This design comes from an exercise in tuning for small area, a short achievable clock period and few clock cycles on the open sky130 flow, not from production work.
In this exercise RTL edits were held to simulation tests only and were not proved equivalent to the original.
Power figures rest on the tool's default switching activity, not on a simulated workload.

==> build 82 <==
==> flow/design.v (excerpt) <==
module kmpcodec (
    input  wire        clk,
    input  wire        reset,       
    input  wire        cmd_valid,
    input  wire [23:0] cmd_word,
    output wire [7:0]  status,
    input  wire [3:0]  reg_addr,
    input  wire [4:0]  reg_idx,
    output reg  [23:0] reg_rdata,
    input  wire [1:0]  buf_op,      
    input  wire        buf_sel,     
    input  wire [6:0]  buf_idx,
    input  wire [7:0]  buf_wdata,
    output wire [7:0]  buf_rdata
);
Settings: LEC_CHECK=0, CAP_MARGIN=20, CORE_MARGIN=2, CORE_UTILIZATION=55, PLACE_DENSITY=0.7, SETUP_SLACK_MARGIN=5, SLEW_MARGIN=20, TNS_END_PERCENT=0; clock period 10.0 ns.
run.sh (not shown) runs the stock make flow with config.mk's settings and CLKGATE_MAP_FILE= SYNTH_SCRIPT=/design/flow/synth_recipe.tcl, a recipe that flattens the netlist after the stock synthesis.
==> inputs of trial 17, as changes to build 82 <==
--- a/flow/design.v
+++ b/flow/design.v
@@ -225,22 +225,22 @@
         end else if (ds_step) begin
             mw_en  = ds_emit;
             mw_a   = ds_j0[4:0];
             mw_d1  = ds_ub;
         end else if (host_wm) begin
             mw_en  = 1'b1;
         end
     end
-    wire [4:0] mw_a2 = mw_a + 5'd1;
+    wire [4:0] mw_a2 = msglen[4:0] + 5'd1;
     wire [7:0] mlane0 = mw_a[0] ? mw_d2 : mw_d1;
     wire [7:0] mlane1 = mw_a[0] ? mw_d1 : mw_d2;
     always @(posedge clk) begin
         for (q = 0; q < MSGCAP; q = q + 1) begin
-            if (mw_en && (mw_a == q || (mw_two && mw_a2 == q)))
+            if ((mw_en && mw_a == q) || (mw_two && mw_a2 == q))
                 msg_mem[q] <= q[0] ? mlane1 : mlane0;
             else if (q < 6 && mat)
                 msg_mem[q] <= vpat[q < 6 ? q : 0];
         end
     end
     wire       rq_w   = accept && cop == OP_REQ;
     wire       r0_w   = rq_w || (accept && cop == OP_ENCODE);
     wire       rw_en  = enc_we || host_wr;
- CORE_UTILIZATION: 55 -> 40
- PLACE_DENSITY: 0.7 -> 0.6
- TNS_END_PERCENT: 0 -> 10
==> inputs of build 93, as changes to build 82 <==
--- a/flow/design.v
+++ b/flow/design.v
@@ -225,22 +225,22 @@
         end else if (ds_step) begin
             mw_en  = ds_emit;
             mw_a   = ds_j0[4:0];
             mw_d1  = ds_ub;
         end else if (host_wm) begin
             mw_en  = 1'b1;
         end
     end
-    wire [4:0] mw_a2 = mw_a + 5'd1;
+    wire [4:0] mw_a2 = msglen[4:0] + 5'd1;
     wire [7:0] mlane0 = mw_a[0] ? mw_d2 : mw_d1;
     wire [7:0] mlane1 = mw_a[0] ? mw_d1 : mw_d2;
     always @(posedge clk) begin
         for (q = 0; q < MSGCAP; q = q + 1) begin
-            if (mw_en && (mw_a == q || (mw_two && mw_a2 == q)))
+            if ((mw_en && mw_a == q) || (mw_two && mw_a2 == q))
                 msg_mem[q] <= q[0] ? mlane1 : mlane0;
             else if (q < 6 && mat)
                 msg_mem[q] <= vpat[q < 6 ? q : 0];
         end
     end
     wire       rq_w   = accept && cop == OP_REQ;
     wire       r0_w   = rq_w || (accept && cop == OP_ENCODE);
     wire       rw_en  = enc_we || host_wr;
- CORE_UTILIZATION: 55 -> 40
- PLACE_DENSITY: 0.7 -> 0.68
==> qor summary <==
| quantity | trial 17 | build 93 | build 82 |
|---|---|---|---|
| Result of the run | complete, no violations | complete, no violations | complete, no violations |
| Antenna diode instance count | 22 | 25 | 22 |
| Number of well taps | 2160 | 2160 | 1524 |
| Number of fill cells | 14490 | 14589 | 8851 |
| Met3 track utilization from global routing | 15.0% | 13.4% | 27.6% |
| Global-route wire length before repair | 523000 um | 503000 um | 470000 um |
| Share of the synthesized area in the top cell type | 44.8% | 44.8% | 45.0% |
| Beginning of the worst hold path | op[6]$_SDFF_PP0_ | timeout[14]$_SDFFE_PP0P_ | op[2]$_SDFF_PP0_ |
| Smallest hold slack | 453 ps | 454 ps | 453 ps |
| Worst skew pair latency | 840 ps | 820 ps | 830 ps |
| Core ar. | 160000 um2 | 160000 um2 | 116000 um2 |
| Global-route total usage across every layer | 47.5% | 45.2% | 56.9% |
| Crit-path most repeated cell | - | sky130_fd_sc_hd__buf_4 | sky130_fd_sc_hd__nand4_1 |
| Area growth from synthesis to layout | 23.6% | 19.6% | 16.7% |
| Die area | 164000 um2 | 164000 um2 | 119000 um2 |
| Crit-path max FO | 8 | 7 | 29 |
| Final Total Pwr | 12.2 mW | 11.8 mW | 11.7 mW |
| Post-CTS Setup Inserts | 203 | 162 | 88 |
| Static power due to leakage | 27.0 nW | 25.7 nW | 25.0 nW |
| Delay of the slowest cell on the worst path | 700 ps | 540 ps | 1000 ps |
| Final Instance Area | 79600 um2 | 77000 um2 | 74700 um2 |
| Simple-gate area share of the yosys netlist | 14.0% | 14.0% | 13.8% |
| Via count of the first global-routing pass | 57607 | 56625 | 57367 |
| Met2 WL post-DR | 169000 um | 161000 um | 138000 um |
| Synthesized-area fraction occupied by xor and xnor cells | 3.58% | 3.58% | 3.61% |
| Resize count post-CTS | 670 | 411 | 366 |
| Cell total after placement | 8207 | 8176 | 7498 |
Testbench counts of build 82, summed over its fixed seeds: cycles 10,011.
Testbench counts of trial 17, summed over its fixed seeds: cycles 10,011.
Testbench counts of build 93, summed over its fixed seeds: cycles 10,011.

==> afterwards: timing with drivers on the ports <==
No port has a modelled driver above. Below, the same layouts with a new extraction and two added sets of constraints. Step 1, drivers: a clkbuf_16 drives clk and a buf_2 each remaining input, both assumed. Step 2 also shifts input and output timing later by t, the mid clock arrival at the registers, as if the neighbouring blocks saw the same clock. a / b / c = ideal ports / drivers / drivers and shift; a / b = the first two.
run	t (ns)	slack for setup (ns)	worst hold slack (ns)	worst slew at a driven data input, ns	pins driven straight from the clock port
build 82	0.893	3.044 / 2.924 / 2.306	0.453 / 0.453 / 0.453	0.22	1
trial 17	0.901	3.176 / 2.958 / 2.958	0.453 / 0.453 / 0.453	0.32	1
build 93	0.884	3.240 / 3.087 / 2.639	0.454 / 0.454 / 0.454	0.25	1
After both steps setup and hold are still met in every run listed. For build 82, which loses most, drivers alone change the setup slack by -0.120 ns; drivers and shift together by -0.738 ns.
